This design comes from an exercise in tuning for small area on the open sky130 flow, not from production work. Where RTL was checked, it was by simulation tests only, not by an equivalence proof against the original. Power is estimated from default activity; no workload was simulated.

==> flow/design.v (excerpt) <==
module mix_core (
    input  wire        clk,
    input  wire        rst,
    output wire        mem_req,
    output wire        mem_we,
    output wire [11:0] mem_addr,
    output wire [30:0] mem_wdata,
    input  wire        mem_ack,
    input  wire [30:0] mem_rdata,
    output wire        halted,
    output reg  [2:0]  fault_kind,
    output wire [13:0] fault_operand,
    output reg  [11:0] pc,
    output reg         ov,
    output wire [30:0] rA,
    output wire [30:0] rX,
    output wire [12:0] rI1,
    output wire [12:0] rI2,
    output wire [12:0] rI3,
    output wire [12:0] rI4,
    output wire [12:0] rI5,
    output wire [12:0] rI6
);
    localparam [3:0] S_CLEAR = 4'd0;    
    localparam [3:0] S_COPY  = 4'd1;    
    localparam [3:0] S_FETCH = 4'd2;    
    localparam [3:0] S_INC   = 4'd3;    
    localparam [3:0] S_FOP   = 4'd4;    
    localparam [3:0] S_EA    = 4'd5;    
    localparam [3:0] S_READ  = 4'd6;    
    localparam [3:0] S_EXEC  = 4'd8;    
    localparam [3:0] S_NEG   = 4'd9;    
    localparam [3:0] S_WRITE = 4'd10;   
    localparam [3:0] S_HALT  = 4'd11;
    reg [3:0]  st;
  ...
Size: about 630 cells after synthesis, ~250 I/O pins, ~0.0087 mm² of cells after synthesis.
clock: 10.0 ns
lec_check: 0
abc_area: 1
cap_margin: 20
core_margin: 2
core_utilization: 55
place_density: 0.7
slew_margin: 20
standard.sh (not shown) runs the stock make flow with config.mk's settings and CLKGATE_MAP_FILE= SYNTH_SCRIPT=/design/flow/synth_recipe.tcl, a recipe that flattens the netlist after the stock synthesis.
==> flow/flow/run.sh <==
#!/bin/bash
# Standard layout, with three changes: the combinational logic of the
# standard synthesis re-mapped by ABC with an area script (registers kept
# as the standard synthesis made them), the smallest buffer on the ports,
# and a clock tree of small buffers.
set -euo pipefail
export BUFFER_PORTS_ARGS="-buffer_cell sky130_fd_sc_hd__buf_1"
export CTS_ARGS="-sink_clustering_enable -repair_clock_nets -dont_use_dummy_load -buf_list sky130_fd_sc_hd__clkbuf_2 -root_buf sky130_fd_sc_hd__clkbuf_8 -sink_clustering_buffer sky130_fd_sc_hd__clkbuf_2 -sink_clustering_size 12"
YOSYS=${YOSYS_EXE:-$(command -v yosys || echo "$FLOW_HOME/../tools/install/yosys/bin/yosys")}
R=orfs/results/$FLOW_PLATFORM/mix_core/base

bash standard.sh synth > standard_synth.log 2>&1
cp "$R/1_2_yosys.v" standard.v
cp "$FLOW_HOME/platforms/$FLOW_PLATFORM/lib/sky130_fd_sc_hd__tt_025C_1v80.lib" lib.lib
"$YOSYS" -s flow/remap.ys > remap.log 2>&1
rm -f lib.lib
cp remapped.v "$R/1_2_yosys.v"
bash standard.sh finish > standard_finish.log 2>&1
Other scripts of this flow, unchanged in this note and not shown: flow/flow/remap.abc, flow/flow/remap.ys
==> next run, changes <==
--- a/flow/flow/run.sh
+++ b/flow/flow/run.sh
@@ -6,5 +6,5 @@
 set -euo pipefail
 export BUFFER_PORTS_ARGS="-buffer_cell sky130_fd_sc_hd__buf_1"
-export CTS_ARGS="-sink_clustering_enable -repair_clock_nets -dont_use_dummy_load -buf_list sky130_fd_sc_hd__clkbuf_2 -root_buf sky130_fd_sc_hd__clkbuf_8 -sink_clustering_buffer sky130_fd_sc_hd__clkbuf_2 -sink_clustering_size 12"
+export CTS_ARGS="-sink_clustering_enable -repair_clock_nets -dont_use_dummy_load -buf_list sky130_fd_sc_hd__clkbuf_8 -root_buf sky130_fd_sc_hd__clkbuf_8 -sink_clustering_buffer sky130_fd_sc_hd__clkbuf_8 -sink_clustering_size 20 -sink_clustering_max_diameter 50"
 YOSYS=${YOSYS_EXE:-$(command -v yosys || echo "$FLOW_HOME/../tools/install/yosys/bin/yosys")}
 R=orfs/results/$FLOW_PLATFORM/mix_core/base
After rerunning: The changed run went through all stages and came out clean. Fmax falls by 2.4%. Clock skew rises by 13 ps. Final area stays flat. Total power is about the same. Routed wire length falls by 1.5%. Synthesized area does not change. Worst hold slack degrades by 24 ps. Setup slack degrades by 100 ps.
==> next run, changes <==
--- a/flow/flow/run.sh
+++ b/flow/flow/run.sh
@@ -6,5 +6,5 @@
 set -euo pipefail
 export BUFFER_PORTS_ARGS="-buffer_cell sky130_fd_sc_hd__buf_1"
-export CTS_ARGS="-sink_clustering_enable -repair_clock_nets -dont_use_dummy_load -buf_list sky130_fd_sc_hd__clkbuf_8 -root_buf sky130_fd_sc_hd__clkbuf_8 -sink_clustering_buffer sky130_fd_sc_hd__clkbuf_8 -sink_clustering_size 20 -sink_clustering_max_diameter 50"
+export CTS_ARGS="-sink_clustering_enable -repair_clock_nets -dont_use_dummy_load -buf_list sky130_fd_sc_hd__clkbuf_4 -root_buf sky130_fd_sc_hd__clkbuf_8 -sink_clustering_buffer sky130_fd_sc_hd__clkbuf_4 -sink_clustering_size 9 -sink_clustering_max_diameter 45"
 YOSYS=${YOSYS_EXE:-$(command -v yosys || echo "$FLOW_HOME/../tools/install/yosys/bin/yosys")}
 R=orfs/results/$FLOW_PLATFORM/mix_core/base
What happened:
- The new run passed the timing, DRC and antenna checks
- die area is unchanged
- combinational power barely changes
- power went down by 2.2%
- final area shrinks by 0.76%
- synthesized area stays the same
- clock power goes down by 12%
- maximum frequency is about the same
- via count grows by 0.33%
- register-to-register slack got worse by 100 ps
- final cell count increases by 0.54%
- utilization goes down by 0.51 points

========
Setup of lagoon:
Another version of the RTL of mix_core (not shown whole).
Size in the first run: ~620 cells after synthesis.
// mix_core
module mix_core (
    input  wire        clk,
    input  wire        rst,
    output wire        mem_req,
    output wire        mem_we,
    output wire [11:0] mem_addr,
    output wire [30:0] mem_wdata,
    input  wire        mem_ack,
    input  wire [30:0] mem_rdata,
    output wire        halted,
    output wire [2:0]  fault_kind,
    output wire [13:0] fault_operand,
    output reg  [11:0] pc,
    output reg         ov,
    output wire [30:0] rA,
    output wire [30:0] rX,
    output wire [12:0] rI1,
    output wire [12:0] rI2,
    output wire [12:0] rI3,
    output wire [12:0] rI4,
    output wire [12:0] rI5,
    output wire [12:0] rI6
);
Settings: LEC_CHECK=0, ABC_AREA=1, CAP_MARGIN=20, CORE_MARGIN=2, CORE_UTILIZATION=55, PLACE_DENSITY=0.7, SLEW_MARGIN=20; clock period 10.0 ns.
==> flow/flow/run.sh <==
#!/bin/bash
# Standard layout, with three changes: the combinational logic of the
# standard synthesis re-mapped by ABC with an area script (registers kept
# as the standard synthesis made them; four seeds, the smallest kept), the
# smallest buffer on the ports, and a clock tree of small buffers.
set -euo pipefail
export BUFFER_PORTS_ARGS="-buffer_cell sky130_fd_sc_hd__buf_1"
export CTS_ARGS="-sink_clustering_enable -repair_clock_nets -dont_use_dummy_load -buf_list sky130_fd_sc_hd__clkbuf_4 -root_buf sky130_fd_sc_hd__clkbuf_8 -sink_clustering_buffer sky130_fd_sc_hd__clkbuf_4 -sink_clustering_size 9 -sink_clustering_max_diameter 45"
YOSYS=${YOSYS_EXE:-$(command -v yosys || echo "$FLOW_HOME/../tools/install/yosys/bin/yosys")}
R=orfs/results/$FLOW_PLATFORM/mix_core/base

bash standard.sh synth > standard_synth.log 2>&1
cp "$R/1_2_yosys.v" standard.v
cp "$FLOW_HOME/platforms/$FLOW_PLATFORM/lib/sky130_fd_sc_hd__tt_025C_1v80.lib" lib.lib
for s in 0 1 2 3; do
  sed "s/SEED/$s/" flow/remap.abc > remap_$s.abc
  sed "s#flow/remap.abc#remap_$s.abc#; s#remapped.v#remapped_$s.v#" flow/remap.ys > remap_$s.ys
  "$YOSYS" -s remap_$s.ys > remap_$s.log 2>&1 &
done
wait
# a re-mapped netlist much smaller than the standard one would mean lost logic
std=$(grep "Chip area" orfs/reports/$FLOW_PLATFORM/mix_core/base/synth_stat.txt | tail -1 | awk '{print $NF}')
best=""; besta=""
for s in 0 1 2 3; do
  a=$( (grep "Chip area" remap_$s.log || true) | tail -1 | awk '{print $NF}')
  echo "seed $s area $a" >> remap_pick.log
  if [[ -n "$a" ]] && awk "BEGIN{exit !($a > 0.8 * $std)}" && { [[ -z "$besta" ]] || awk "BEGIN{exit !($a < $besta)}"; }; then best=$s; besta=$a; fi
done
echo "picked seed $best area $besta" >> remap_pick.log
rm -f lib.lib
[[ -n "$best" ]] || { echo "no usable re-mapped netlist" >> remap_pick.log; exit 1; }
cp remapped_$best.v "$R/1_2_yosys.v"
bash standard.sh finish > standard_finish.log 2>&1
Other scripts of this flow, unchanged in this note and not shown: flow/flow/remap.abc, flow/flow/remap.ys
lagoon: no failed stages, no open violations at the end
#### Input delta (xenon over lagoon)
# lagoon
export LEC_CHECK = 0
export ABC_AREA = 1
export CAP_MARGIN = 20
export CORE_MARGIN = 2
export CORE_UTILIZATION = 55
export PLACE_DENSITY = 0.7
export SLEW_MARGIN = 20
create_clock -name core_clock -period 10.0 [get_ports {clk}]
# xenon
export LEC_CHECK = 0
export ABC_AREA = 1
export CAP_MARGIN = 5
export CORE_MARGIN = 2
export CORE_UTILIZATION = 55
export PLACE_DENSITY = 0.7
export SLEW_MARGIN = 5
create_clock -name core_clock -period 10.0 [get_ports {clk}]
- Total number of vias sits lower in xenon than in lagoon.
- Finished layout cell area: lagoon vs xenon, no meaningful difference
- [compare] base=lagoon new=xenon: overall fraction of global-route tracks in use now sits at about the same level; area of the die now sits at about the same level.
- From lagoon to xenon the numbers moved as follows: final total negative setup slack level; sum of met2 wire segment lengths after detailed routing level; worst-margin pin slew moved up; worst hold slack level.

========
Another version of the RTL of mix_core (not shown whole).
Size in the first run: about 640 cells after synthesis, about 250 I/O pins, ~0.0086 mm^2 of cells after synthesis.
clock: 10.0 ns
lec_check: 0
abc_area: 1
cap_margin: 5
core_margin: 2
core_utilization: 55
place_density: 0.7
slew_margin: 5
==> flow/flow/run.sh <==
#!/bin/bash
# Standard layout, with three changes: the combinational logic of the
# standard synthesis re-mapped by ABC with an area script (registers kept
# as the standard synthesis made them; eight seeds, the smallest kept), the
# smallest buffer on the ports, and a clock tree of small buffers.
set -euo pipefail
export BUFFER_PORTS_ARGS="-buffer_cell sky130_fd_sc_hd__buf_1"
export CTS_ARGS="-sink_clustering_enable -repair_clock_nets -dont_use_dummy_load -buf_list sky130_fd_sc_hd__clkbuf_4 -root_buf sky130_fd_sc_hd__clkbuf_8 -sink_clustering_buffer sky130_fd_sc_hd__clkbuf_4 -sink_clustering_size 9 -sink_clustering_max_diameter 45"
YOSYS=${YOSYS_EXE:-$(command -v yosys || echo "$FLOW_HOME/../tools/install/yosys/bin/yosys")}
R=orfs/results/$FLOW_PLATFORM/mix_core/base

bash standard.sh synth > standard_synth.log 2>&1
cp "$R/1_2_yosys.v" standard.v
cp "$FLOW_HOME/platforms/$FLOW_PLATFORM/lib/sky130_fd_sc_hd__tt_025C_1v80.lib" lib.lib
# two batches of four, so that each run gets a CPU of its own
for batch in "0 1 2 3" "4 5 6 7"; do
  for s in $batch; do
    sed "s/SEED/$s/" flow/remap.abc > remap_$s.abc
    sed "s#flow/remap.abc#remap_$s.abc#; s#remapped.v#remapped_$s.v#" flow/remap.ys > remap_$s.ys
    "$YOSYS" -s remap_$s.ys > remap_$s.log 2>&1 &
  done
  wait
done
# a re-mapped netlist much smaller than the standard one would mean lost logic
std=$(grep "Chip area" orfs/reports/$FLOW_PLATFORM/mix_core/base/synth_stat.txt | tail -1 | awk '{print $NF}')
best=""; besta=""
for s in 0 1 2 3 4 5 6 7; do
  a=$( (grep "Chip area" remap_$s.log || true) | tail -1 | awk '{print $NF}')
  echo "seed $s area $a" >> remap_pick.log
  if [[ -n "$a" ]] && awk "BEGIN{exit !($a > 0.8 * $std)}" && { [[ -z "$besta" ]] || awk "BEGIN{exit !($a < $besta)}"; }; then best=$s; besta=$a; fi
done
echo "picked seed $best area $besta" >> remap_pick.log
rm -f lib.lib
[[ -n "$best" ]] || { echo "no usable re-mapped netlist" >> remap_pick.log; exit 1; }
cp remapped_$best.v "$R/1_2_yosys.v"
bash standard.sh finish > standard_finish.log 2>&1
Other scripts of this flow, unchanged in this note and not shown: flow/flow/remap.abc, flow/flow/remap.ys
Change:
--- a/flow/flow/run.sh
+++ b/flow/flow/run.sh
@@ -2,5 +2,5 @@
 # Standard layout, with three changes: the combinational logic of the
 # standard synthesis re-mapped by ABC with an area script (registers kept
-# as the standard synthesis made them; eight seeds, the smallest kept), the
+# as the standard synthesis made them; four seeds, the smallest kept), the
 # smallest buffer on the ports, and a clock tree of small buffers.
 set -euo pipefail
@@ -13,17 +13,14 @@
 cp "$R/1_2_yosys.v" standard.v
 cp "$FLOW_HOME/platforms/$FLOW_PLATFORM/lib/sky130_fd_sc_hd__tt_025C_1v80.lib" lib.lib
-# two batches of four, so that each run gets a CPU of its own
-for batch in "0 1 2 3" "4 5 6 7"; do
-  for s in $batch; do
-    sed "s/SEED/$s/" flow/remap.abc > remap_$s.abc
-    sed "s#flow/remap.abc#remap_$s.abc#; s#remapped.v#remapped_$s.v#" flow/remap.ys > remap_$s.ys
-    "$YOSYS" -s remap_$s.ys > remap_$s.log 2>&1 &
-  done
-  wait
+for s in 0 1 2 3; do
+  sed "s/SEED/$s/" flow/remap.abc > remap_$s.abc
+  sed "s#flow/remap.abc#remap_$s.abc#; s#remapped.v#remapped_$s.v#" flow/remap.ys > remap_$s.ys
+  "$YOSYS" -s remap_$s.ys > remap_$s.log 2>&1 &
 done
+wait
 # a re-mapped netlist much smaller than the standard one would mean lost logic
 std=$(grep "Chip area" orfs/reports/$FLOW_PLATFORM/mix_core/base/synth_stat.txt | tail -1 | awk '{print $NF}')
 best=""; besta=""
-for s in 0 1 2 3 4 5 6 7; do
+for s in 0 1 2 3; do
   a=$( (grep "Chip area" remap_$s.log || true) | tail -1 | awk '{print $NF}')
   echo "seed $s area $a" >> remap_pick.log
Outcome: First-iteration DRC count shrinks by about a fifth; final area grows slightly; combinational power grows by well over a third; routed wire length grows by a few percent; clock skew shrinks by 26 ps; total power grows by a quarter to a third; hold slack barely changes.
Change:
--- a/flow/flow/run.sh
+++ b/flow/flow/run.sh
@@ -2,5 +2,5 @@
 # Standard layout, with three changes: the combinational logic of the
 # standard synthesis re-mapped by ABC with an area script (registers kept
-# as the standard synthesis made them; four seeds, the smallest kept), the
+# as the standard synthesis made them; eight seeds, the smallest kept), the
 # smallest buffer on the ports, and a clock tree of small buffers.
 set -euo pipefail
@@ -13,5 +13,5 @@
 cp "$R/1_2_yosys.v" standard.v
 cp "$FLOW_HOME/platforms/$FLOW_PLATFORM/lib/sky130_fd_sc_hd__tt_025C_1v80.lib" lib.lib
-for s in 0 1 2 3; do
+for s in 0 1 2 3 4 5 6 7; do
   sed "s/SEED/$s/" flow/remap.abc > remap_$s.abc
   sed "s#flow/remap.abc#remap_$s.abc#; s#remapped.v#remapped_$s.v#" flow/remap.ys > remap_$s.ys
@@ -22,5 +22,5 @@
 std=$(grep "Chip area" orfs/reports/$FLOW_PLATFORM/mix_core/base/synth_stat.txt | tail -1 | awk '{print $NF}')
 best=""; besta=""
-for s in 0 1 2 3; do
+for s in 0 1 2 3 4 5 6 7; do
   a=$( (grep "Chip area" remap_$s.log || true) | tail -1 | awk '{print $NF}')
   echo "seed $s area $a" >> remap_pick.log
After rerunning: Via count barely changes. Final cell count falls by 0.79%. Setup slack gets worse by 180 ps. Area after synthesis hardly moves.

========
Another version of the RTL of mix_core (not shown whole).
Size: roughly 910 cells after synthesis, roughly 9900 µm² of cells after synthesis.
==> flow/config.mk <==
export PLATFORM = sky130hd
export DESIGN_NAME = mix_core
export DESIGN_NICKNAME = mix_core
export VERILOG_FILES = /design/flow/design.v
export SDC_FILE = /design/flow/constraint.sdc
export NUM_CORES = 4
export LEC_CHECK = 0
export ABC_AREA = 1
export CAP_MARGIN = 20
export CORE_MARGIN = 2
export CORE_UTILIZATION = 55
export CTS_BUF_LIST = sky130_fd_sc_hd__clkbuf_4 sky130_fd_sc_hd__clkbuf_8
export PLACE_DENSITY = 0.7
export SLEW_MARGIN = 20
==> flow/constraint.sdc <==
create_clock -name core_clock -period 10.0 [get_ports {clk}]
set_input_delay 2.0000 -clock core_clock [delete_from_list [all_inputs] [get_ports {clk}]]
set_output_delay 2.0000 -clock core_clock [all_outputs]
set_load 0.01 [all_outputs]
==> flow/flow/run.sh <==
#!/bin/bash
# Standard layout, with the smallest buffer on the ports.
set -euo pipefail
export BUFFER_PORTS_ARGS="-buffer_cell sky130_fd_sc_hd__buf_1"
bash standard.sh > standard.log 2>&1
Edit:
Settings changed: CTS_BUF_LIST sky130_fd_sc_hd__clkbuf_4 sky130_fd_sc_hd__clkbuf_8 to not set.
- The changed run finished with timing, DRC and antenna clean
- final area rises by 1.1%
- cell count falls by 1.3%
- die area is unchanged
- routed wire length rises by 1.7%
- clock-buffer cell count falls by 15
- power rises by 5.5%
- core utilization rises by 0.73 points
- critical path depth stays the same
- via count stays the same
Function was not checked in any run of this note: the RTL went through the layout flow alone.

-- static timing again, ports no longer ideal --
No port has a modelled driver above. Below, the same layouts with a new extraction and two added sets of constraints.
Step 1 (the two cells are an assumption about what drives the block):
set clk [get_ports {clk}]
set_driving_cell -lib_cell sky130_fd_sc_hd__clkbuf_16 $clk
set_driving_cell -lib_cell sky130_fd_sc_hd__buf_2 [delete_from_list [all_inputs] $clk]
Step 2 adds t to the input delays and takes it off the output delays; t is the mean of the earliest and latest rising clock arrival at the registers after step 1. Input paths then give back, and output paths get back, about the clock's delay inside the block.
a / b / c = ideal / step 1 / step 2; a / b = the first two.
run	shift t [ns]	slack for setup (ns)	worst register clock-pin slew, ns
the first run of note 1	0.527	5.728 / 5.689 / 5.365	0.11 / 0.11
the second run of note 1	0.554	5.625 / 5.586 / 5.341	0.10 / 0.10
the third run of note 1	0.553	5.627 / 5.588 / 5.367	0.10 / 0.10
lagoon	0.550	5.630 / 5.590 / 5.955	0.10 / 0.10
xenon	0.557	5.601 / 5.560 / 5.902	0.11 / 0.11
the first run of note 3	0.551	5.508 / 5.469 / 5.458	0.10 / 0.10
the second run of note 3	0.558	5.545 / 5.505 / 5.587	0.10 / 0.10
the third run of note 3	0.547	5.365 / 5.384 / 4.837	0.11 / 0.11
the first run of note 4	0.562	5.997 / 5.997 / 5.596	0.07 / 0.07
the second run of note 4	0.559	5.973 / 5.973 / 5.603	0.07 / 0.07
After both steps setup and hold are still met in every run listed. For the third run of note 3, which loses most, drivers alone change the setup slack by +0.019 ns; drivers and shift together by -0.528 ns.
